From an optimization exercise on the open Yosys and OpenROAD flow, aimed at small area; shortcuts taken in it are not production practice. Only simulation tests tie the RTL to the original design; equivalence was not proved. In every run shown here, the design's own scripts or RTL, not TritonCTS, make the clock network. The flow treats the clock pin as an ideal source. Dropping or thinning the clock tree relies on that and would not hold on a real chip. Power figures rest on the tool's default switching activity, not on a simulated workload.

### design/flow/config.mk
export PLATFORM = sky130hd
export DESIGN_NAME = daisy_core
export DESIGN_NICKNAME = daisy_core
export VERILOG_FILES = /design/flow/design.v
export SDC_FILE = /design/flow/constraint.sdc
export NUM_CORES = 4
export LEC_CHECK = 0
export CAP_MARGIN = 20
export CORE_MARGIN = 2
export CORE_UTILIZATION = 40
export SLEW_MARGIN = 20
### design/flow/constraint.sdc
create_clock -name core_clock -period 5.0 [get_ports {clk}]
set_input_delay 1.0000 -clock core_clock [delete_from_list [all_inputs] [get_ports {clk}]]
set_output_delay 1.0000 -clock core_clock [all_outputs]
set_load 0.01 [all_outputs]
### design/flow/design.v
module daisy_core (
    input  wire       clk,
    input  wire       rst,
    input  wire       op_valid,
    input  wire [3:0] op,
    output wire       cmd_ready,
    output wire       rx_active,
    output wire       hop_request,
    output reg        rdata_valid,
    output wire [7:0] rdata,
    output wire       radio_req,
    output wire       radio_channel,
    output wire       sink_byte_valid,
    output wire [7:0] sink_byte,
    output wire       sink_commit,
    output reg        sink_begin,
    output wire       sink_begin_chan
);
    localparam [2:0] PH_OFF      = 3'd0;
    localparam [2:0] PH_WAITPRE  = 3'd2;
    localparam [2:0] PH_WAITSTA  = 3'd3;
    localparam [2:0] PH_PREFETCH = 3'd4;
    localparam [2:0] PH_PAYLOAD  = 3'd5;
    localparam [2:0] PH_HOP      = 3'd6;
    reg [2:0]  phase;
    reg [15:8] win;        
    reg [7:0]  acc;        
    reg [9:0]  cnt;
    reg [2:0]  ones;
    reg [15:0] crc;
    reg        prev_enc;
    reg        channel;
    reg [2:0]  err;
    reg [5:0]  tag;
    reg        waiting;
    wire ph_wp  = ~phase[2] &  phase[1] & ~phase[0];
    wire ph_ws  =  phase[1] &  phase[0];
    wire ph_pf  =  phase[2] & ~phase[1] & ~phase[0];
    wire ph_pl  =  phase[2] &  phase[0];
    wire ph_hop =  phase[2] &  phase[1];
    wire is_bit  = op_valid & (op[3:1] == 3'b000);
    wire task_ok = op_valid & ~waiting;
    wire rdone   = op_valid & (op == 4'h5) & waiting;
    wire op_stop = task_ok & (op == 4'h3);
    wire op_read = task_ok & (op[3:2] == 2'b10);
    wire hop_go  = task_ok & (op == 4'h4) & ph_hop;
    wire req     = (task_ok & (op == 4'h2)) | hop_go;
    wire d      = ~(prev_enc ^ op[0]);
    wire b      = win[8];
    wire flag_n = ({d, win[15:9]} == 8'h7E);
    wire pre_n  = ({d, win[15:9]} == 8'h55) & ({win[8], acc[7:1]} == 8'h55);
    wire c_lo7  = (cnt[2:0] == 3'd7);
    wire c_15   = cnt[4] | (cnt[3] & c_lo7);                  
    wire c_5    = cnt[4] | cnt[3] | (cnt[2] & (cnt[1] | cnt[0]));  
    wire c_1020 = &cnt[9:2];                      
    wire stuff_due = ones[2] & ~ones[1];                     
    wire pl_bit    = is_bit & ph_pl;
    wire stuff_err = pl_bit & stuff_due & b;
    wire pl_go     = pl_bit & ~(stuff_due & b);
    wire data_step = pl_bit & ~stuff_due;
    wire end_flag  = pl_go & flag_n;
    wire noend     = data_step & ~flag_n & c_1020;
    reg  bv;                                                 
    reg  fr;                                                 
    wire [1:0] sel     = {fr, bv};
    wire       flag_ev = fr & sink_begin;
    wire crc_ok    = (crc == 16'hF0B8);
    wire wp_match   = is_bit & ph_wp & c_15 & pre_n;
    wire wp_hop     = is_bit & ph_wp & c_5 & (d == win[15]);    
    wire ws_flag    = is_bit & ph_ws & flag_n;
    wire ws_timeout = is_bit & ph_ws & ~flag_n & c_15;
    wire pf_end     = is_bit & ph_pf & c_lo7;
    wire do_reset = rdone | ws_timeout | stuff_err | end_flag | noend;
    wire cnt_clr  = do_reset | wp_match | ws_flag | pf_end;
    wire        shift_en = is_bit & ~(ph_pl & stuff_due);
    wire        cnt_inc  = shift_en;
    wire        fb       = b ^ crc[0];
    wire        fb_pl    = ph_pl & fb;
    wire [15:0] crc_n    = {~ph_pl | fb, crc[15:1]} ^ {5'b00000, fb_pl, 6'b000000, fb_pl, 3'b000};
    assign cmd_ready       = ~waiting;
    assign rx_active       = phase[2] | phase[1];
    assign hop_request     = ph_hop & ~waiting;
    assign radio_channel   = channel;
    assign sink_begin_chan = channel;
    assign sink_byte       = acc;
    assign sink_commit     = flag_ev & crc_ok;
    assign sink_byte_valid = bv & ~rdata_valid;
    assign radio_req       = fr & ~sink_begin & ~rdata_valid;
    assign rdata = {sink_begin, sink_begin,
                    (sel == 2'd2) ? tag[5:3] : 3'b000,
                    (sel == 2'd0) ? phase :
                    (sel == 2'd1) ? {2'b00, channel} :
                    (sel == 2'd2) ? tag[2:0] : err};
    reg [2:0] phase_n;
    always @* begin
        phase_n = phase;
        if (op_stop)         phase_n = PH_OFF;
        if (wp_match)        phase_n = PH_WAITSTA;
        if (wp_hop)          phase_n = PH_HOP;
        if (ws_flag)         phase_n = PH_PREFETCH;
        if (pf_end)          phase_n = PH_PAYLOAD;
        if (do_reset)        phase_n = PH_WAITPRE;
    end
    reg [2:0] err_n;
    always @* begin
        err_n = (rdata_valid && sel == 2'd3) ? 3'd0 : err;
        if (ws_timeout)             err_n = 3'd1;
        if (stuff_err)              err_n = 3'd2;
        if (noend)                  err_n = 3'd3;
        if (flag_ev && !crc_ok)     err_n = 3'd4;
    end
    always @(posedge clk) begin
        if (is_bit)
            win <= {d, win[15:9]};
        if (shift_en)
            acc <= {b, acc[7:1]};
        if (cnt_clr)
            cnt <= 10'd0;
        else if (cnt_inc)
            cnt <= cnt + 10'd1;
        if (is_bit)
            ones <= (ph_pl & b) ? {ones[1:0], ~ones[2]} : 3'b000;
        if (shift_en)
            crc <= crc_n;
        if (rst) begin
            phase    <= PH_OFF;
            prev_enc <= 1'b0;
            channel  <= 1'b0;
            err      <= 3'd0;
            tag      <= 6'd0;
            waiting  <= 1'b0;
            rdata_valid     <= 1'b0;
            bv              <= 1'b0;
            fr              <= 1'b0;
            sink_begin      <= 1'b0;
        end else begin
            phase <= phase_n;
            if (is_bit)
                prev_enc <= op[0];
            if (hop_go)
                channel <= ~channel;
            err <= err_n;
            if (pf_end)
                tag <= {d, win[15:11]};
            if (req)
                waiting <= 1'b1;
            else if (rdone)
                waiting <= 1'b0;
            rdata_valid     <= op_read;
            bv              <= op_read ? op[0] : data_step & c_lo7;
            fr              <= op_read ? op[1] : (end_flag | req);
            sink_begin      <= do_reset;
        end
    end
endmodule
### design/flow/flow/run.sh
#!/bin/bash
# Layout flow: the standard flow, with the standard synthesis unchanged,
# plus:
#  - an area-oriented re-mapping (ABC) of the combinational logic of the
#    standard synthesis netlist (flow/reopt.tcl); registers keep their names
#    and cell types, the standard netlist is kept as 1_2_yosys_standard.v;
#  - before clock tree synthesis, combinational cells at their smallest drive
#    strength (flow/downsize.tcl) and a clock tree of one level of clock
#    buffers driven by the clock port (flow/pre_cts.tcl);
#  - buf_1 port buffers.
# Each tool's output goes to a log of its own in this folder (synth.log,
# filter_lib.log, reopt.log, layout.log); ORFS keeps its per-step logs under
# orfs/logs.
set -euo pipefail
YOSYS=$(command -v yosys || echo "$FLOW_HOME/../tools/install/yosys/bin/yosys")
bash standard.sh synth > synth.log 2>&1
RES="$PWD/orfs/results/$FLOW_PLATFORM/daisy_core/base"
python3 flow/filter_lib.py "$FLOW_HOME/platforms/$FLOW_PLATFORM/lib/sky130_fd_sc_hd__tt_025C_1v80.lib" \
  "$PWD/reopt.lib" \
  "sky130_fd_sc_hd__probe_p_8 sky130_fd_sc_hd__probec_p_8 sky130_fd_sc_hd__lpflow_*" \
  > filter_lib.log 2>&1
cp "$RES/1_2_yosys.v" "$RES/1_2_yosys_standard.v"
FLOW_REOPT_LIB="$PWD/reopt.lib" FLOW_REOPT_IN="$RES/1_2_yosys_standard.v" \
  FLOW_REOPT_OUT="$RES/1_2_yosys.v" FLOW_TOP="$FLOW_TOP" FLOW_REOPT_DIR="$PWD/reopt" \
  "$YOSYS" -c flow/reopt.tcl > reopt.log 2>&1
rm -f "$PWD/reopt.lib"
bash standard.sh finish \
  "BUFFER_PORTS_ARGS=-buffer_cell sky130_fd_sc_hd__buf_1" \
  "PRE_CTS_TCL=$PWD/flow/pre_cts.tcl" \
  > layout.log 2>&1
### design/flow/flow/downsize.tcl
# Area recovery after placement: every combinational cell takes the smallest
# drive strength of its own function (the design has ample setup slack), then
# repair_design fixes any slew, capacitance or fanout limit this breaks.
proc my_cell_area {name} {
  return [get_property [lindex [get_lib_cells $name] 0] area]
}
set ndown 0
set saved 0.0
foreach inst [get_cells *] {
  set m [get_property $inst ref_name]
  if {![regexp {^(sky130_fd_sc_hd__[a-z0-9]+)_([0-9]+)$} $m -> base sz]} { continue }
  if {[regexp {__(e?df|dl|tap|fill|decap|conb|clkbuf|clkinv|clkdly)} $base]} { continue }
  set best $m
  set barea [my_cell_area $m]
  set area0 $barea
  foreach lc [get_lib_cells ${base}_*] {
    set n [get_name $lc]
    if {![regexp "^${base}_\[0-9\]+\$" $n]} { continue }
    set a [my_cell_area $n]
    if {$a < $barea} { set best $n; set barea $a }
  }
  if {$best ne $m} {
    if {![catch {replace_cell $inst $best}]} {
      incr ndown
      set saved [expr {$saved + $area0 - $barea}]
    }
  }
}
puts "downsized $ndown cells, [format %.1f $saved] um2"
estimate_parasitics -placement
repair_design
### design/flow/flow/filter_lib.py
# Writes a copy of a liberty file without the given cells.
# usage: python3 filter_lib.py in.lib out.lib "cell1 cell2 ..."
import re, sys, fnmatch
src, dst, drop = sys.argv[1], sys.argv[2], sys.argv[3].split()
s = open(src).read()
out = []
pos = 0
for m in re.finditer(r'\n\s*cell\s*\(\s*"?([A-Za-z0-9_]+)"?\s*\)\s*\{', s):
    if m.start() < pos:
        continue
    name = m.group(1)
    if not any(fnmatch.fnmatch(name, p) for p in drop):
        continue
    depth = 0
    i = m.end() - 1
    while True:
        c = s[i]
        if c == '{':
            depth += 1
        elif c == '}':
            depth -= 1
            if depth == 0:
                break
        i += 1
    out.append(s[pos:m.start()])
    pos = i + 1
out.append(s[pos:])
open(dst, 'w').write(''.join(out))
### design/flow/flow/pre_cts.tcl
# Clock distribution for a small design: the clock port drives NCLUSTERS
# clock buffers directly, each placed at the centroid of one cluster of
# register clock pins and driving that cluster. Clusters are balanced
# k-means clusters of the placed clock pins (at most ceil(n/k) pins each).
# A buffer whose estimated clock-pin slew is high is upsized. This replaces
# TritonCTS's H-tree: clock_tree_synthesis becomes a no-op below.
source [file join [file dirname [info script]] downsize.tcl]

set nclusters 4
set bufcell sky130_fd_sc_hd__clkbuf_8
set bigcell sky130_fd_sc_hd__clkbuf_16
set slew_limit_ps 122.0
set block [ord::get_db_block]
set dbu [$block getDbUnitsPerMicron]
set clknet [$block findNet clk]
set pins {}
set xs {}
set ys {}
foreach it [$clknet getITerms] {
  set inst [$it getInst]
  set bb [$inst getBBox]
  lappend pins "[$inst getName]/[[$it getMTerm] getName]"
  lappend xs [expr {([$bb xMin] + [$bb xMax]) / 2.0 / $dbu}]
  lappend ys [expr {([$bb yMin] + [$bb yMax]) / 2.0 / $dbu}]
}
set n [llength $pins]
set cap [expr {($n + $nclusters - 1) / $nclusters}]
# initial centres: sinks spread along the sorted angle around the centroid
set mx 0.0
set my 0.0
for {set i 0} {$i < $n} {incr i} {
  set mx [expr {$mx + [lindex $xs $i] / $n}]
  set my [expr {$my + [lindex $ys $i] / $n}]
}
set order [lsort -real -indices [lmap x $xs y $ys {expr {atan2($y - $my, $x - $mx)}}]]
set cx {}
set cy {}
for {set k 0} {$k < $nclusters} {incr k} {
  set i [lindex $order [expr {int(($k + 0.5) * $n / $nclusters)}]]
  lappend cx [expr {($mx + [lindex $xs $i]) / 2.0}]
  lappend cy [expr {($my + [lindex $ys $i]) / 2.0}]
}
for {set iter 0} {$iter < 30} {incr iter} {
  # balanced assignment: nearest free centre, closest pairs first
  set pairs {}
  for {set i 0} {$i < $n} {incr i} {
    for {set k 0} {$k < $nclusters} {incr k} {
      set dd [expr {abs([lindex $xs $i] - [lindex $cx $k]) + abs([lindex $ys $i] - [lindex $cy $k])}]
      lappend pairs [list $dd $i $k]
    }
  }
  set pairs [lsort -real -index 0 $pairs]
  set assign [lrepeat $n -1]
  set used [lrepeat $nclusters 0]
  foreach p $pairs {
    lassign $p dd i k
    if {[lindex $assign $i] >= 0 || [lindex $used $k] >= $cap} { continue }
    lset assign $i $k
    lset used $k [expr {[lindex $used $k] + 1}]
  }
  set ncx {}
  set ncy {}
  for {set k 0} {$k < $nclusters} {incr k} {
    set sx 0.0; set sy 0.0; set m 0
    for {set i 0} {$i < $n} {incr i} {
      if {[lindex $assign $i] == $k} {
        set sx [expr {$sx + [lindex $xs $i]}]
        set sy [expr {$sy + [lindex $ys $i]}]
        incr m
      }
    }
    if {$m > 0} {
      lappend ncx [expr {$sx / $m}]
      lappend ncy [expr {$sy / $m}]
    } else {
      lappend ncx [lindex $cx $k]
      lappend ncy [lindex $cy $k]
    }
  }
  set cx $ncx
  set cy $ncy
}
set bufs {}
for {set k 0} {$k < $nclusters} {incr k} {
  set loads {}
  for {set i 0} {$i < $n} {incr i} {
    if {[lindex $assign $i] == $k} { lappend loads [get_pins [lindex $pins $i]] }
  }
  if {[llength $loads] == 0} { continue }
  puts "clock buffer $k at [lindex $cx $k] [lindex $cy $k] drives [llength $loads] clock pins"
  set buf [insert_buffer -buffer_cell $bufcell -net clk -load_pins $loads \
    -location [list [lindex $cx $k] [lindex $cy $k]] \
    -buffer_name clkbuf_leaf_$k -net_name clk_leaf_$k]
  lappend bufs [get_full_name $buf]
}
set_propagated_clock [all_clocks]
estimate_parasitics -placement
foreach b $bufs {
  set worst 0.0
  foreach pin [get_pins -of_objects [get_nets -of_objects [get_pins $b/X]] -filter "direction == input"] {
    foreach a {slew_max_rise slew_max_fall} {
      set s [get_property $pin $a]
      if {[string is double -strict $s] && $s > $worst} { set worst $s }
    }
  }
  # slews are in the library's time unit, ns
  puts "clock buffer $b: estimated clock-pin slew $worst ns"
  if {$worst > $slew_limit_ps / 1000.0} {
    puts "clock buffer $b: upsized to $bigcell"
    replace_cell [get_cells $b] $bigcell
  }
}
proc clock_tree_synthesis {args} { puts "clock_tree_synthesis skipped: clock buffers inserted by pre_cts.tcl" }
### design/flow/flow/reopt.tcl
# Area-oriented re-mapping of the combinational logic of the standard
# synthesis netlist with ABC. Registers (and tie cells) are kept as they are,
# with their names and cell types; only the logic between them is re-mapped,
# to the platform's library without its don't-use cells. Several ABC scripts
# are tried and the smallest result is kept.
# Environment: FLOW_REOPT_LIB, FLOW_REOPT_IN, FLOW_REOPT_OUT, FLOW_TOP,
# FLOW_REOPT_DIR (scratch folder).
yosys -import
set lib $::env(FLOW_REOPT_LIB)
set top $::env(FLOW_TOP)
set dir $::env(FLOW_REOPT_DIR)
file mkdir $dir

proc my_area {lib top file} {
  tee -q -o $file stat -liberty $lib
  set f [open $file r]
  set txt [read $f]
  close $f
  set area 1e12
  foreach {all kind name val} [regexp -all -inline {Chip area for (top )?module '\\([^']+)': ([0-9.]+)} $txt] {
    if {$name eq $top} { set area $val }
  }
  return $area
}

read_liberty -overwrite -ignore_miss_func $lib
read_verilog $::env(FLOW_REOPT_IN)
hierarchy -check -top $top
setattr -mod -set keep_hierarchy 1 sky130_fd_sc_hd__*df* sky130_fd_sc_hd__*dl* sky130_fd_sc_hd__conb_*
flatten
# the nets of flattened cell pins take no public names
yosys rename -hide w:*.*
opt_clean -purge
design -save flat

set nfr "ifraig;dc2;&get,-n;&dch,-f;&nf,-R,1000,-p;&put"
set nfa "ifraig;dc2;&get,-n;&dch,-f;&nf,-R,1000,-p,-a;&put"
set nf8 "ifraig;dc2;&get,-n;&dch,-f;&nf,-R,1000,-p,-F,8,-A,8;&put"
set ns2 "&get,-n;&syn2;&dch,-f;&nf,-R,1000,-p;&put"
set nsy "&get,-n;&synch2;&nf,-R,1000,-p;&put"
set amp "ifraig;dc2;dch,-f;amap"
set am8 "ifraig;dc2;dch,-f;amap,-F,4,-A,8"
set scripts {}
foreach s [list \
  "$nfr;mfs2;strash;$nfr" \
  "$amp;mfs2;strash;$amp;mfs2;strash;dch,-f;amap" \
  "$am8;mfs2;strash;$am8;mfs2;strash;dch,-f;amap,-F,4,-A,8" \
  "$nfr;mfs2;strash;$amp;mfs2;strash;$nfr" \
  "$nfa;mfs2;strash;$nfa" \
  "$nfr;mfs2;strash;$nfr;mfs2;strash;$nfr" \
  "$am8;mfs2;strash;$nfr;mfs2;strash;$am8" \
  "$nfr;mfs2;strash;$am8;mfs2;strash;$nfr" \
  "dch,-f;amap;mfs2;strash;dch,-f;amap" \
  "$nf8;mfs2;strash;$nf8" \
  "$ns2;mfs2;strash;$ns2" \
  "$nsy;mfs2;strash;$nsy" \
  "$ns2;mfs2;strash;$nfr;mfs2;strash;$am8" \
  "dc2;$nfr;mfs2;strash;dc2;$nfr;mfs2;strash;dc2;$nfr" \
  "$am8;mfs2;strash;$am8;mfs2;strash;$am8;mfs2;strash;$am8" \
  "$nfr;mfs2,-W,4;strash;$nfr;mfs2,-W,4;strash;$nfr" \
] {
  lappend scripts "+strash;$s;topo"
}
set best ""
set best_area 1e12
set i 0
foreach s $scripts {
  design -load flat
  if {[catch {abc -liberty $lib -script $s}]} {
    puts "reopt script $i: failed: $s"
    incr i
    continue
  }
  opt_clean -purge
  set area [my_area $lib $top $dir/stat_$i.txt]
  puts "reopt script $i: area $area: $s"
  if {$area < $best_area} {
    set best_area $area
    set best $i
    design -save best
  }
  incr i
}
puts "reopt: kept script $best, area $best_area"
design -load best
setundef -zero
hilomap -singleton -hicell sky130_fd_sc_hd__conb_1 HI -locell sky130_fd_sc_hd__conb_1 LO
insbuf -buf sky130_fd_sc_hd__buf_4 A X
opt_clean -purge
stat -liberty $lib
check
select $top
write_verilog -noattr -noexpr -nohex -nodec -selected $::env(FLOW_REOPT_OUT)
### design/flow/standard.sh
#!/bin/bash
# synth_recipe.tcl (not shown) runs the flow's synth.tcl, then flattens the netlist and writes it again
# the make line also repeats each setting of config.mk as NAME=value (left out here)
make -C /OpenROAD-flow-scripts/flow DESIGN_CONFIG=/design/flow/config.mk WORK_HOME=/design/flow/orfs CLKGATE_MAP_FILE= SYNTH_SCRIPT=/design/flow/synth_recipe.tcl "${@:-finish}"
==> flow_summary_export.csv, run 1 <==
group,metric,value,unit
run_status,outcome,"complete, no violations",
layout,area_growth,10.2,%
worst_setup_path,crit_required,5.08,ns
worst_setup_path,slowest_delay,0.70,ns
power,peakVddDrop,189,µV
global_route,grt_max_degree,31,
routing,vias_per_cell,5.33,
worst_setup_path,critPathMaxFanout,10,
sta,finalSetupViolations,0,
routing,dr_wl_met3,215,µm
synth,ys_warn_count,1,
floorplan,fp.dieH,84.1,µm
min_path,hold_path_end,"crc[11]$_DFFE_PP_",
sta,fmax,252,MHz
routing,wl_met2,2360,µm
placed_design,placed_area,2790,µm²
worst_setup_path,cp-start-kind,"primary input",
layout,finalInstanceArea,2830,µm²
routing,totalWireLength,5210,µm
power,leakage,0.852,nW
sta,period_needed,3.98,ns
clock_network,post_cts_resized,0,
worst_setup_path,rr_worst_depth,10,
placed_design,hpwlAfterDp,3750,µm
sta,fin_tns_setup,0,ns
floorplan,die_width,84.1,µm
global_route,grt_overflow,0,
worst_setup_path,path_cells,"buf_1, xor2_1, and2_0, and3_1, nand4_1, nor3b_1, nand2b_1, a2111oi_0, nand2_1, or2_0, nor3b_1",
clock_network,post_cts_buffers,0,
routing,firstDrtPassIters,4,
floorplan,ios,33,
worst_setup_path,cp_slowest_cell,"a2111oi_0",
layout,utilization,0.450,
floorplan,initial_core_util,0.409,
synth,syn_area,2570,µm²
placed_design,gp_congestion,0.818,
layout,layout_common_cells,"35 x edfxtp_1, 34 x buf_1, 30 x nor2_1",
sta,tightest_slew,0.896,ns
global_route,grt_first_pass_wirelength,8640,µm
routing,m1WireLength,2590,µm
synth,synth.avg_cell_area,11.6,µm²
worst_setup_path,reg2reg_to,"cnt[0]$_SDFFE_PP0P_",
floorplan,dieArea,7070,µm²
layout,nets,266,
layout,fill_cells,623,
routing,wl_per_cell,15.6,µm
layout,layout_commonest_cell,"edfxtp_1",
routing,ant_nets,0,
sta,fin_crit_sh,0.795,
layout,instances_no_fill,334,
routing,dr_total_vias,1781,
global_route,antenna_found_initial,0,
power,powerDensity,298,nW/µm²
floorplan,row_count,29,
worst_setup_path,crit_path_end_kind,"register",
placed_design,dpl_worst_slack,0.850,ns
worst_setup_path,ff2ff_setup_slack,1.74,ns
sta,layout_setup_ws,1.02,ns
run,maxCapViolations,0,
clock_network,clk_latency,0.16,ns
min_path,min_path_cells,0,
worst_setup_path,path_common_cell,"nor3b_1",
sta,slew_violations,0,
sta,hold_viol,0,
placed_design,placed_cells,330,
global_route,grt_pass1_vias,1712,
floorplan,coreArea,6280,µm²
global_route,track_usage,0.145,
routing,drtIter0Drc,91,
worst_setup_path,worstPathArrival,4.05,ns
synth,syn_nets,228,
clock_network,ctsHoldBuffers,0,
sta,rsz0062_at_grt,"false",
worst_setup_path,path_class,"in -> reg",
worst_setup_path,timing.rr.start,"prev_enc$_SDFFE_PP0P_",
placed_design,port_buffers,32,
synth,syn-instance-count,221,
sta,slew_headroom,0.387,
min_path,min_path_type,"reg -> reg",
routing,drcViolationCount,0,
layout,n_antenna_cell,0,
sta,fin_worst_skew,0.0148,ns
min_path,hp-start,"crc[12]$_DFFE_PP_",
clock_network,clk_pin_slew_worst_paths,0.11,ns
routing,maxUsedRoutingLayer,"met4",
layout,drive_above_1_share,0.0233,
==> sequential cells by signal, summed over array words and instances (netlist names) <==
register     flops
err              3
acc              8
tag              6
win              8
phase            3
rdata_valid      1
crc             16
cnt             10
prev_enc         1
channel          1
fr               1
bv               1
sink_begin       1
ones             3
waiting          1
==> worst max-delay path, delay by kind of cell <==
family                    cells  cell delay [ns]
and+or+nand+nor               8             1.82
AOI/OAI and AO/OA             1             0.70
xor gates and xnor gates      1             0.34
buffers and inverters         1             0.21
==> per-stage QoR <==
step / hold slack, ns / power (mW)
3_3_place_gp: 0.430 / 0.651
5_1_grt: 0.464 / 0.875
6_report: 0.442 / 0.842
2_1_floorplan: 0.417 / 0.631
4_1_cts: 0.449 / 0.847
3_5_place_dp: 0.430 / 0.651
==> metal layers <==
metal / vias to the layer above / global-route usage
li1: 888 / -
met1: 857 / 0.216
met2: 32 / 0.237
met3: 4 / 0.0168
met4: 0 / 0.0117
met5: - / 0
==> power breakdown <==
part	internal, mW	leakage, nW	switching (mW)
Sequential	0.568	0.500	0.0226
Clock	0.0742	0.0288	0.129
Combinational	0.0214	0.323	0.0269
==> layout make-up, without the clock buffers <==
type                    instances  area (µm²)  area share
inverters                       4        15.0     0.00531
flip-flops and latches         64        1630       0.577
well taps                      77        96.3      0.0341
repair buffers                 35         133      0.0469
multi-input cells             150         897       0.317
==> how the worst max path moves through the flow <==
stage	start	end	slack [ns]	depth (start not counted)
after floorplan	op[3]	cnt[7]$_SDFFE_PP0P_	0.83	9
after global placement	op[0]	cnt[0]$_SDFFE_PP0P_	1.04	11
after detailed placement	op[0]	cnt[0]$_SDFFE_PP0P_	0.85	11
after CTS	op[0]	cnt[0]$_SDFFE_PP0P_	1.00	11
after global routing	op[0]	cnt[6]$_SDFFE_PP0P_	0.66	11
final	op[0]	cnt[0]$_SDFFE_PP0P_	1.02	11
==> run 2, diff against run 1 <==
--- a/design/flow/flow/pre_cts.tcl
+++ b/design/flow/flow/pre_cts.tcl
@@ -8,3 +8,3 @@
 
-set nclusters 4
+set nclusters 3
 set bufcell sky130_fd_sc_hd__clkbuf_8
--- a/design/flow/flow/reopt.tcl
+++ b/design/flow/flow/reopt.tcl
@@ -60,2 +60,8 @@
   "$nfr;mfs2,-W,4;strash;$nfr;mfs2,-W,4;strash;$nfr" \
+  "$nfr;mfs2;strash;$amp;mfs2;strash;$nfr;mfs2;strash;$nfr" \
+  "$nfr;mfs2,-a;strash;$amp;mfs2,-a;strash;$nfr" \
+  "$nfr;mfs2;strash;$am8;mfs2;strash;$nf8" \
+  "$nfr;mfs2;strash;$amp;mfs2;strash;$nfr;mfs2;strash;$amp;mfs2;strash;$nfr" \
+  "$nfr;mfs2;strash;$amp;mfs2;strash;$nfr;mfs2;strash;$amp;mfs2;strash;$nfr;mfs2;strash;$amp;mfs2;strash;$nfr" \
+  "$nfa;mfs2;strash;$amp;mfs2;strash;$nfa;mfs2;strash;$nfa" \
 ] {
==> flow_summary_export.csv, run 2 <==
group,metric,value,unit
floorplan,dieArea,7000,µm²
layout,drive_above_1_share,0.0198,
layout,largest_reg_flops,16,
sta,hold_viol,0,
layout,layout_commonest_cell,"edfxtp_1",
floorplan,initial_core_util,0.407,
clock_network,clk_latency,0.15,ns
routing,totalWireLength,5040,µm
routing,drtIter0Drc,226,
power,leakage,0.941,nW
worst_setup_path,critPathMaxFanout,29,
global_route,grt_first_pass_wirelength,8180,µm
routing,wl_per_cell,15.3,µm
placed_design,gp_congestion,0.815,
routing,drcViolationCount,0,
layout,instances_no_fill,330,
power,power.total,885,µW
sta,slew_headroom,0.390,
power,p_sw,180,µW
global_route,grt_pass1_vias,1636,
floorplan,coreArea,6240,µm²
synth,synth.avg_cell_area,11.6,µm²
clock_network,ctsHoldBuffers,0,
synth,syn_nets,226,
worst_setup_path,path_class,"in -> reg",
clock_network,post_cts_buffers,0,
power,p_comb_frac,0.061,
worst_setup_path,path_cells,"buf_1, nand2b_1, nor3_1, buf_1, clkinv_1, a31oi_1, clkbuf_2, and3_1, nand2_1, xor2_1, nor2_1",
sta,fin_worst_skew,0.00639,ns
placed_design,placed_cells,327,
power,power_frac_clock,0.268,
layout,regMostFlops,"crc",
worst_setup_path,cp-start-kind,"primary input",
worst_setup_path,path_delay_family,"buffers and inverters",
layout,n_antenna_cell,0,
sta,slew_violations,0,
worst_setup_path,worstPathArrival,3.70,ns
floorplan,row_count,29,
run,maxCapViolations,0,
sta,fin_crit_sh,0.732,
floorplan,fp.dieH,83.7,µm
power,peakVddDrop,230,µV
synth,ys_warn_count,1,
layout,layout_common_cells,"35 x edfxtp_1, 33 x buf_1, 30 x nor2_1",
sta,period_needed,3.66,ns
worst_setup_path,crit_required,5.04,ns
worst_setup_path,timing.rr.start,"prev_enc$_SDFFE_PP0P_",
global_route,track_usage,0.140,
routing,dr_total_vias,1786,
min_path,min_path_type,"reg -> reg",
power,powerDensity,314,nW/µm²
layout,nets,262,
layout,area_growth,10.9,%
sta,finalSetupViolations,0,
min_path,min_path_cells,0,
synth,syn-instance-count,219,
worst_setup_path,path_buf_inv,4,
sta,tightest_slew,0.915,ns
routing,firstDrtPassIters,4,
worst_setup_path,rr_worst_depth,8,
worst_setup_path,ff2ff_setup_slack,2.34,ns
power,switching_share,0.203,
floorplan,die_width,83.7,µm
placed_design,port_buffers,32,
sta,rsz0062_at_grt,"false",
global_route,grt_overflow,0,
routing,ant_nets,0,
clock_network,post_cts_resized,0,
sta,fmax,273,MHz
power,p_seq_frac,0.670,
worst_setup_path,cp-startpoint,"op[3]",
clock_network,clk_pin_slew_worst_paths,0.09,ns
global_route,antenna_found_initial,0,
sta,fin_tns_setup,0,ns
global_route,grt_max_degree,30,
worst_setup_path,crit_path_end_kind,"register",
layout,reg_top3,"crc (16), cnt (10)",
min_path,hold_path_end,"crc[2]$_DFFE_PP_",
floorplan,ios,33,
synth,syn_area,2540,µm²
worst_setup_path,path_common_cell,"buf_1",
placed_design,hpwlAfterDp,3580,µm
routing,vias_per_cell,5.41,
worst_setup_path,slowest_delay,0.71,ns
worst_setup_path,path_depth,11,
power,p_int,705,µW
min_path,hp-start,"crc[3]$_DFFE_PP_",
worst_setup_path,cp_slowest_cell,"buf_1",
worst_setup_path,reg2reg_to,"cnt[8]$_SDFFE_PP0P_",
run_status,outcome,"complete, no violations",
-- run 2: cell count changes in the layout (fill, tap and decap cells not counted), sizes merged, moves of 2 or more --
cell,change
nand3,-3
nor3b,-2
o21ai,+4
or2,-3
nor3,-3
a21oi,+5
nor2b,+2
nand4,+2
nand2b,-2
-- run 2: worst max path at each step --
stage / endpoint / slack (ns)
after floorplan: cnt[8]$_SDFFE_PP0P_ / 0.03
after global placement: cnt[8]$_SDFFE_PP0P_ / 1.63
after detailed placement: cnt[8]$_SDFFE_PP0P_ / 1.46
after CTS: cnt[9]$_SDFFE_PP0P_ / 1.37
after global routing: cnt[9]$_SDFFE_PP0P_ / 1.02
final: cnt[9]$_SDFFE_PP0P_ / 1.34
-- run 2: power by group through the flow --
stage / Clock, mW / Sequential (mW) / Combinational (mW)
2_1_floorplan: 0 / 0.600 / 0.0389
3_3_place_gp: 0 / 0.604 / 0.0537
3_5_place_dp: 0 / 0.605 / 0.0549
4_1_cts: 0.245 / 0.593 / 0.0544
5_1_grt: 0.264 / 0.597 / 0.0624
6_report: 0.237 / 0.593 / 0.0544
-- run 2: metrics by stage --
step | worst slack, ns | hold slack [ns] | instance area, µm² | util
final | 1.34 | 0.450 | 2820 | 0.451
after CTS | 1.37 | 0.452 | 2820 | 0.451
after global placement | 1.63 | 0.426 | 2760 | 0.442
after global routing | 1.02 | 0.468 | 2820 | 0.451
after floorplan | 0.0290 | 0.417 | 2540 | -
after detailed placement | 1.46 | 0.430 | 2760 | 0.442
-- run 2: cell type report, without the clock buffers --
type,instances,area [µm²]
fill,595,3420
inverter,5,18.8
multi-input combinational,147,867
sequential,64,1630
tap,77,96.3
timing repair buffer,34,129
-- run 2: metal layers --
layer | share of wire | up-vias | global-route usage
met5 | 0 | - | 0
met4 | 0.012 | 0 | 0.0147
met3 | 0.055 | 5 | 0.00989
met2 | 0.44 | 37 | 0.212
met1 | 0.49 | 862 | 0.227
li1 | - | 882 | -
==> run 3, diff against run 2 <==
--- a/design/flow/flow/pre_cts.tcl
+++ b/design/flow/flow/pre_cts.tcl
@@ -8,3 +8,3 @@
 
-set nclusters 3
+set nclusters 4
 set bufcell sky130_fd_sc_hd__clkbuf_8
==> flow_summary_export.csv, run 3 <==
group,metric,value,unit
worst_setup_path,cp_slowest_cell,"buf_1",
sta,finalSetupViolations,0,
floorplan,fp.dieH,83.7,µm
clock_network,clk_pin_slew_worst_paths,0.10,ns
worst_setup_path,path_buf_inv,4,
worst_setup_path,crit_path_end_kind,"register",
worst_setup_path,crit_required,5.04,ns
placed_design,gp_congestion,0.815,
layout,utilization,0.448,
global_route,grt_pass1_vias,1639,
layout,nets,263,
routing,totalWireLength,5080,µm
placed_design,hpwlAfterDp,3580,µm
worst_setup_path,slowest_delay,0.70,ns
routing,firstDrtPassIters,6,
worst_setup_path,path_delay_family,"buffers and inverters",
sta,period_needed,3.64,ns
floorplan,dieArea,7000,µm²
synth,syn-instance-count,219,
placed_design,port_buffers,32,
run_status,outcome,"complete, no violations",
sta,fin_tns_setup,0,ns
global_route,antenna_found_initial,0,
routing,ant_nets,0,
layout,fill_cells,604,
worst_setup_path,critPathMaxFanout,29,
layout,instances_no_fill,331,
layout,n_antenna_cell,0,
synth,syn_nets,226,
routing,drcViolationCount,0,
synth,ys_warn_count,1,
worst_setup_path,path_class,"in -> reg",
sta,fin_crit_sh,0.729,
routing,drtIter0Drc,157,
power,power.total,854,µW
floorplan,coreArea,6240,µm²
synth,synth.avg_cell_area,11.6,µm²
routing,wl_per_cell,15.3,µm
power,peakVddDrop,207,µV
routing,vias_per_cell,5.42,
sta,fmax,274,MHz
clock_network,post_cts_resized,0,
power,leakage,0.933,nW
layout,drive_above_1_share,0.0236,
clock_network,ctsHoldBuffers,0,
routing,dr_total_vias,1794,
floorplan,ios,33,
sta,tightest_slew,0.906,ns
layout,largest_reg_flops,16,
clock_network,clk_latency,0.16,ns
placed_design,placed_cells,327,
worst_setup_path,path_cells,"buf_1, nand2b_1, nor3_1, buf_1, clkinv_1, a31oi_1, clkbuf_2, and3_1, nand2_1, xor2_1, nor2_1",
layout,layout_common_cells,"35 x edfxtp_1, 33 x buf_1, 30 x nor2_1",
floorplan,die_width,83.7,µm
sta,fin_worst_skew,0.0101,ns
sta,hold_viol,0,
sta,slew_headroom,0.396,
run,maxCapViolations,0,
synth,syn_area,2540,µm²
worst_setup_path,cp-start-kind,"primary input",
layout,layout_commonest_cell,"edfxtp_1",
clock_network,post_cts_buffers,0,
global_route,grt_first_pass_wirelength,8270,µm
layout,regMostFlops,"crc",
worst_setup_path,worstPathArrival,3.69,ns
global_route,grt_overflow,0,
layout,area_growth,10.1,%
layout,reg_top3,"crc (16), cnt (10)",
global_route,grt_max_degree,30,
sta,rsz0062_at_grt,"false",
power,powerDensity,305,nW/µm²
floorplan,row_count,29,
sta,slew_violations,0,
floorplan,initial_core_util,0.407,
min_path,min_path_type,"reg -> reg",
global_route,track_usage,0.141,
worst_setup_path,path_common_cell,"buf_1",
## run 3: cell type report, without the clock buffers
cell class	count	area, µm²	area share
timing repair buffer	34	129	0.0461
sequential	64	1630	0.583
multi-input combinational	147	867	0.310
inverter	5	18.8	0.00671
tap	77	96.3	0.0344
## run 3: worst register-to-register path, delay by kind of cell (launching register included)
family                    cells  cell delay, ns
and+or+nand+nor               7            1.88
xor gates and xnor gates      1            0.36
DFF                           1            0.35
## run 3: final timing paths
check | start | to | slack [ns] | cells after the start
setup / recovery | op[3] | cnt[9]$_SDFFE_PP0P_ | 1.36 | 11
hold / removal | crc[13]$_DFFE_PP_ | crc[12]$_DFFE_PP_ | 0.45 | 0
setup reg to reg | prev_enc$_SDFFE_PP0P_ | cnt[8]$_SDFFE_PP0P_ | 2.33 | 8
hold reg to reg | crc[13]$_DFFE_PP_ | crc[12]$_DFFE_PP_ | 0.45 | 0
## run 3: power breakdown
group | switching (mW) | internal (mW)
Sequential | 0.0203 | 0.573
Clock | 0.132 | 0.0744
Combinational | 0.0313 | 0.0228
## run 3: per-stage QoR
stage | hold slack, ns | instance area [µm²] | setup WS (ns)
3_3_place_gp | 0.426 | 2760 | 1.63
6_report | 0.453 | 2800 | 1.36
3_5_place_dp | 0.430 | 2760 | 1.46
2_1_floorplan | 0.417 | 2540 | 0.0290
4_1_cts | 0.458 | 2800 | 1.37
5_1_grt | 0.469 | 2800 | 1.06
## run 3: routing by layer
| layer | global-route usage | wire, µm |
|---|---|---|
| met3 | 0.0138 | 220 |
| met1 | 0.222 | 2560 |
| met5 | 0 | 0 |
| met2 | 0.221 | 2250 |
| met4 | 0.0117 | 46 |
==> run 4, diff against run 3 <==
--- a/design/flow/flow/run.sh
+++ b/design/flow/flow/run.sh
@@ -25,4 +25,6 @@
   "$YOSYS" -c flow/reopt.tcl > reopt.log 2>&1
-rm -f "$PWD/reopt.lib"
+export FLOW_RESTRUCTURE_LIB="$PWD/reopt.lib"
+export FLOW_RESTRUCTURE_DIR="$PWD/restructure"
 bash standard.sh finish \
+  "POST_FLOORPLAN_TCL=$PWD/flow/restructure.tcl" \
   "BUFFER_PORTS_ARGS=-buffer_cell sky130_fd_sc_hd__buf_1" \
@@ -30 +32,2 @@
   > layout.log 2>&1
+rm -f "$PWD/reopt.lib"
--- a/design/flow/flow/reopt.tcl
+++ b/design/flow/flow/reopt.tcl
@@ -60,8 +60,2 @@
   "$nfr;mfs2,-W,4;strash;$nfr;mfs2,-W,4;strash;$nfr" \
-  "$nfr;mfs2;strash;$amp;mfs2;strash;$nfr;mfs2;strash;$nfr" \
-  "$nfr;mfs2,-a;strash;$amp;mfs2,-a;strash;$nfr" \
-  "$nfr;mfs2;strash;$am8;mfs2;strash;$nf8" \
-  "$nfr;mfs2;strash;$amp;mfs2;strash;$nfr;mfs2;strash;$amp;mfs2;strash;$nfr" \
-  "$nfr;mfs2;strash;$amp;mfs2;strash;$nfr;mfs2;strash;$amp;mfs2;strash;$nfr;mfs2;strash;$amp;mfs2;strash;$nfr" \
-  "$nfa;mfs2;strash;$amp;mfs2;strash;$nfa;mfs2;strash;$nfa" \
 ] {
==> design/flow/flow/restructure.tcl (new file) <==
# Area-oriented re-mapping of the combinational logic with OpenROAD's
# restructure (ABC), after floorplan. Registers are not touched. The liberty
# it maps to is the platform's, without the platform's don't-use cells
# (written by run.sh).
set tielo [join $::env(TIELO_CELL_AND_PORT) /]
set tiehi [join $::env(TIEHI_CELL_AND_PORT) /]
file mkdir $::env(FLOW_RESTRUCTURE_DIR)
report_design_area
restructure -target area -liberty_file $::env(FLOW_RESTRUCTURE_LIB) \
  -tielo_port $tielo -tiehi_port $tiehi \
  -work_dir $::env(FLOW_RESTRUCTURE_DIR) \
  -abc_logfile $::env(FLOW_RESTRUCTURE_DIR)/abc.log
report_design_area
==> flow_summary_export.csv, run 4 <==
group,metric,value,unit
run_status,outcome,"complete, no violations",
min_path,hold_path_end,"tag[4]$_SDFFE_PP0P_",
min_path,hp-start,"tag[4]$_SDFFE_PP0P_",
sta,hold_viol,0,
layout,largest_reg_flops,16,
sta,fin_tns_setup,0,ns
power,peakVddDrop,295,µV
min_path,min_path_type,"reg -> reg",
routing,drcViolationCount,0,
clock_network,clk_pin_slew_worst_paths,0.10,ns
worst_setup_path,path_class,"in -> reg",
layout,regMostFlops,"crc",
worst_setup_path,critPathMaxFanout,26,
worst_setup_path,cp_slowest_cell,"clkbuf_2",
layout,multi_input_area,796,µm²
global_route,grt_pass1_vias,1769,
global_route,grt_overflow,0,
sta,rsz0062_at_grt,"false",
sta,layout_setup_ws,1.09,ns
layout,area_growth,11.7,%
layout,n_antenna_cell,0,
routing,vias_per_cell,5.34,
routing,dr_total_vias,1923,
routing,wl_per_cell,14.4,µm
synth,syn_area,2570,µm²
power,leakage,0.886,nW
run,maxCapViolations,0,
placed_design,dpl_worst_slack,1.21,ns
routing,firstDrtPassIters,4,
sta,slew_violations,0,
floorplan,ios,33,
layout,layout_common_cells,"40 x clkinv_1, 35 x edfxtp_1, 35 x buf_1",
sta,fin_crit_sh,0.783,
routing,totalWireLength,5170,µm
global_route,track_usage,0.146,
synth,syn-instance-count,221,
worst_setup_path,reg2reg_to,"cnt[8]$_SDFFE_PP0P_",
worst_setup_path,slowest_delay,0.53,ns
sta,period_needed,3.91,ns
global_route,grt_first_pass_wirelength,8670,µm
global_route,grt_max_degree,27,
layout,fill_cells,623,
clock_network,clk_latency,0.16,ns
worst_setup_path,ff2ff_setup_slack,2.08,ns
sta,tightest_slew,0.753,ns
floorplan,die_width,84.1,µm
synth,syn_nets,228,
clock_network,ctsHoldBuffers,0,
global_route,antenna_found_initial,0,
layout,drive_above_1_share,0.0177,
floorplan,row_count,29,
power,powerDensity,306,nW/µm²
sta,slew_headroom,0.498,
sta,hold_ws,0.447,ns
layout,nets,292,
floorplan,initial_core_util,0.409,
worst_setup_path,worstPathArrival,3.99,ns
layout,reg_top3,"crc (16), cnt (10)",
routing,drtIter0Drc,124,
layout,ff_latch_area,1630,µm²
floorplan,fp.dieH,84.1,µm
clock_network,post_cts_resized,0,
sta,fmax,255,MHz
routing,ant_nets,0,
placed_design,hpwlAfterDp,3860,µm
floorplan,coreArea,6280,µm²
placed_design,port_buffers,32,
floorplan,dieArea,7070,µm²
placed_design,gp_congestion,0.809,
worst_setup_path,path_cells,"buf_1, clkinv_1, nor4_1, clkinv_1, a31oi_1, clkbuf_2, nand2_1, clkinv_1, nand2_1, nor2_1, nand2_1, nor2_1, clkinv_1, nor2_1, nand2_1, clkinv_1, nand2_1, a211oi_1",
worst_setup_path,crit_path_end_kind,"register",
sta,fin_worst_skew,0.0103,ns
synth,ys_warn_count,1,
synth,synth.avg_cell_area,11.6,µm²
clock_network,post_cts_buffers,0,
worst_setup_path,cp-start-kind,"primary input",
worst_setup_path,rr_worst_depth,16,
layout,layout_commonest_cell,"clkinv_1",
worst_setup_path,crit_required,5.07,ns
worst_setup_path,timing.rr.start,"phase[2]$_SDFFE_PP0P_",
min_path,min_path_cells,2,
sta,finalSetupViolations,0,
## run 4: area by class of cell, without the clock buffers
cell class / instances / area share
flip-flops and latches: 64 / 0.569
multi-input cells: 139 / 0.278
inverters: 40 / 0.0524
repair buffers: 36 / 0.0476
well taps: 77 / 0.0336
## run 4: critical path, delay by kind of cell
kind                   cells  cell delay (ns)
and+or+nand+nor            9             1.37
buffers and inverters      7             1.19
AOI/OAI and AO/OA          2             0.42
## run 4: how the worst max path moves through the flow
| stage | from | end | depth (start not counted) |
|---|---|---|---|
| global placement | op_valid | cnt[8]$_SDFFE_PP0P_ | 18 |
| detailed placement | op_valid | cnt[8]$_SDFFE_PP0P_ | 18 |
| CTS | op_valid | cnt[8]$_SDFFE_PP0P_ | 18 |
| floorplan | op[3] | cnt[7]$_SDFFE_PP0P_ | 9 |
| finish | op_valid | cnt[8]$_SDFFE_PP0P_ | 18 |
| global route | op_valid | cnt[8]$_SDFFE_PP0P_ | 18 |
## run 4: metal layers
metal  GRT usage  up-vias  share of wire
met3      0.0119        6          0.037
met4      0.0147        0          0.012
met2       0.232       33           0.45
met5           0        -              0
li1            -      978              -
met1       0.227      906           0.50
## run 4: power by group
| part | switching, mW | total (mW) | internal, mW |
|---|---|---|---|
| combinational | 0.0483 | 0.0743 | 0.0260 |
| clock | 0.129 | 0.203 | 0.0742 |
| sequential | 0.0196 | 0.601 | 0.581 |
## run 4: stage by stage
| step | std cells | total power, mW | instance area, µm² | util |
|---|---|---|---|---|
| after global routing | 360 | 0.917 | 2870 | 0.456 |
| after CTS | 360 | 0.885 | 2860 | 0.456 |
| after global placement | 356 | 0.686 | 2840 | 0.452 |
| final | 360 | 0.878 | 2870 | 0.456 |
| after floorplan | 221 | 0.631 | 2570 | - |
| after detailed placement | 356 | 0.688 | 2840 | 0.452 |
==> run 5, diff against run 4 <==
==> design/flow/flow/run.sh (replaced) <==
#!/bin/bash
# Layout flow: the standard flow with the standard synthesis unchanged;
# port buffers are buf_1, and the clock tree is built by flow/pre_cts.tcl.
set -euo pipefail
bash standard.sh synth > synth.log 2>&1
bash standard.sh finish \
  "BUFFER_PORTS_ARGS=-buffer_cell sky130_fd_sc_hd__buf_1" \
  "PRE_CTS_TCL=$PWD/flow/pre_cts.tcl" \
  > layout.log 2>&1
removed: design/flow/flow/filter_lib.py
removed: design/flow/flow/reopt.tcl
removed: design/flow/flow/restructure.tcl
==> flow_summary_export.csv, run 5 <==
group,metric,value,unit
run_status,outcome,"complete, no violations",
synth,syn_area,2900,µm²
min_path,min_path_cells,0,
layout,layout_common_cells,"35 x edfxtp_1, 33 x buf_1, 29 x dfxtp_1",
layout,nets,292,
power,leakage,0.924,nW
routing,firstDrtPassIters,4,
layout,drive_above_1_share,0.0430,
clock_network,ctsHoldBuffers,0,
synth,ys_warn_count,1,
min_path,hold_path_end,"crc[2]$_DFFE_PP_",
floorplan,initial_core_util,0.407,
synth,yosys-top-cells-count,"35 x edfxtp_1, 29 x dfxtp_1, 20 x nand2_1",
worst_setup_path,reg2reg_to,"cnt[5]$_SDFFE_PP0P_",
worst_setup_path,ff2ff_setup_slack,2.58,ns
worst_setup_path,crit_path_end_kind,"register",
floorplan,dieArea,7960,µm²
sta,period_needed,3.22,ns
worst_setup_path,critPathMaxFanout,26,
synth,synth_seq_cells,64,
routing,vias_per_cell,5.18,
sta,finalSetupViolations,0,
power,p_int,674,µW
floorplan,ios,33,
global_route,grt_first_pass_wirelength,8730,µm
power,powerDensity,281,nW/µm²
global_route,grt_max_degree,27,
placed_design,hpwlAfterDp,3960,µm
synth,syn_nets,266,
synth,seq_area_frac_synth,0.562,
power,switching_share,0.214,
sta,fmax,310,MHz
synth,ys_top_cells_by_area,"edfxtp_1 36%, dfxtp_1 20%, nor3_2 3.1%",
layout,area_growth,4.83,%
worst_setup_path,path_class,"in -> reg",
clock_network,clk_latency,0.17,ns
global_route,antenna_found_initial,0,
worst_setup_path,timing.rr.start,"prev_enc$_SDFFE_PP0P_",
synth,synth_flop_cell,"edfxtp_1",
min_path,hp-start,"crc[3]$_DFFE_PP_",
routing,totalWireLength,5470,µm
floorplan,row_count,31,
layout,layout_commonest_cell,"edfxtp_1",
synth,synth_top_area_share,0.362,
power,p_comb_frac,0.081,
sta,fin_tns_setup,0,ns
clock_network,post_cts_buffers,0,
sta,tightest_slew,0.820,ns
power,power_frac_clock,0.234,
power,p_sw,183,µW
clock_network,post_cts_resized,0,
synth,netlist.top_cell.by_area,"edfxtp_1",
sta,hold_viol,0,
power,p_seq_frac,0.685,
sta,fin_crit_sh,0.644,
layout,finalInstanceArea,3040,µm²
floorplan,coreArea,7140,µm²
clock_network,clk_pin_slew_worst_paths,0.09,ns
layout,largest_reg_flops,16,
synth,synth.avg_cell_area,11.4,µm²
worst_setup_path,rr_worst_depth,8,
layout,reg_top3,"crc (16), cnt (10)",
global_route,grt_pass1_vias,1697,
worst_setup_path,crit_required,5.01,ns
global_route,track_usage,0.136,
floorplan,fp.dieH,89.2,µm
layout,fill_cells,724,
sta,hold_ws,0.445,ns
layout,n_antenna_cell,0,
placed_design,port_buffers,32,
layout,regMostFlops,"crc",
worst_setup_path,worstPathArrival,3.24,ns
sta,rsz0062_at_grt,"false",
placed_design,gp_congestion,0.809,
sta,slew_headroom,0.449,
sta,fin_worst_skew,0.0193,ns
synth,synth_edf_count,35,
routing,wl_per_cell,14.5,µm
power,peakVddDrop,103,µV
worst_setup_path,cp-start-kind,"primary input",
global_route,grt_overflow,0,
routing,drcViolationCount,0,
floorplan,die_width,89.2,µm
routing,ant_nets,0,
synth,async_flop_share,0,
synth,synth.most_common_cell,"edfxtp_1",
run,maxCapViolations,0,
min_path,min_path_type,"reg -> reg",
sta,slew_violations,0,
routing,dr_total_vias,1958,
routing,drtIter0Drc,104,
placed_design,placed_area,3060,µm²
synth,syn-instance-count,255,
synth,synth_cell_type_count,52,
## run 5: stage by stage
step	power [mW]	utilization	setup WS [ns]	cells
3_5_place_dp	0.674	0.428	1.86	373
5_1_grt	0.897	0.427	1.62	378
6_report	0.857	0.427	1.78	378
4_1_cts	0.865	0.427	1.80	378
2_1_floorplan	0.652	-	2.27	255
3_3_place_gp	0.672	0.428	1.96	373
## run 5: worst max path at each step
stage,depth (start not counted),end,startpoint,slack (ns)
detailed placement,7,cnt[9]$_SDFFE_PP0P_,op[1],1.86
finish,7,cnt[5]$_SDFFE_PP0P_,op[1],1.78
floorplan,8,cnt[3]$_SDFFE_PP0P_,op[1],2.27
CTS,7,cnt[5]$_SDFFE_PP0P_,op[1],1.80
global placement,7,cnt[7]$_SDFFE_PP0P_,op[1],1.96
global route,9,cnt[8]$_SDFFE_PP0P_,op[0],1.62
## run 5: layout make-up, without the clock buffers
type,count,area [µm²],share of cell area
Multi-Input combinational cell,168,1050,0.346
Timing Repair Buffer,34,135,0.0444
Sequential cell,64,1630,0.536
Tap cell,99,124,0.0407
Inverter,9,46.3,0.0152
## run 5: layer usage
| layer | track usage | vias to the layer above | part of all wire |
|---|---|---|---|
| li1 | - | 964 | - |
| met1 | 0.223 | 940 | 0.51 |
| met2 | 0.200 | 45 | 0.43 |
| met3 | 0.0120 | 9 | 0.041 |
| met4 | 0.0190 | 0 | 0.021 |
| met5 | 0 | - | 0 |
## run 5: cells by family (layout without fill, tap and decap cells)
group / Yosys count / count (layout) / share of synthesized area
AOI/OAI and AO/OA: 31 / 31 / 0.0720
adders and majority gates: 4 / 4 / 0.0172
and+or+nand+nor: 115 / 115 / 0.237
buffers and inverters: 23 / 47 / 0.0500
DFF: 64 / 64 / 0.562
xor gates and xnor gates: 13 / 13 / 0.0392
muxes: 5 / 5 / 0.0224
## run 5: worst max-delay path, cell delays in order
cell	delay, ns
buf_1	0.12
or4b_1	0.73
clkinv_8	0.20
nand3_1	0.08
or4_1	0.54
nand3_1	0.44
nor3_1	0.13
## run 5: power by group through the flow
| stage | Combinational, mW | Sequential, mW | Clock, mW |
|---|---|---|---|
| 2_1_floorplan | 0.0570 | 0.595 | 0 |
| 3_3_place_gp | 0.0733 | 0.599 | 0 |
| 5_1_grt | 0.0790 | 0.590 | 0.228 |
| 4_1_cts | 0.0710 | 0.588 | 0.206 |
| 3_5_place_dp | 0.0749 | 0.600 | 0 |
| 6_report | 0.0691 | 0.587 | 0.201 |

## separate check: timing with driven ports
The results above use ideal ports. As a check the final layouts listed here were re-extracted and re-timed, cells and wires unchanged. Step 1: set_driving_cell puts a clkbuf_16 on clk and a buf_2 on each other input, an assumption about the parent block. Step 2 times the ports against the registers' clock, not the clock port: input delays grow and output delays shrink by t, the midpoint of the rising clock arrivals with the driver on. a / b / c = ideal ports / drivers / drivers and shift; a / b = the first two.
| run | shift t [ns] | slack for setup (ns) | hold WS [ns] | latest minus earliest clock arrival (ns) | pins driven straight from the clock port |
|---|---|---|---|---|---|
| run 1 | 0.214 | 1.025 / 1.062 / 0.848 | 0.442 / 0.442 / 0.442 | 0.016 / 0.016 | 4 |
| run 2 | 0.209 | 1.342 / 1.384 / 1.174 | 0.450 / 0.450 / 0.450 | 0.006 / 0.007 | 3 |
| run 3 | 0.213 | 1.356 / 1.392 / 1.179 | 0.453 / 0.453 / 0.453 | 0.012 / 0.012 | 4 |
| run 4 | 0.213 | 1.085 / 1.123 / 0.910 | 0.447 / 0.447 / 0.447 | 0.010 / 0.010 | 4 |
| run 5 | 0.221 | 1.779 / 1.819 / 1.599 | 0.445 / 0.445 / 0.445 | 0.019 / 0.019 | 4 |
After both steps every run listed still meets setup and hold. The setup slack of run 5, which loses most, moves by +0.040 ns with the drivers and by -0.180 ns with both steps.
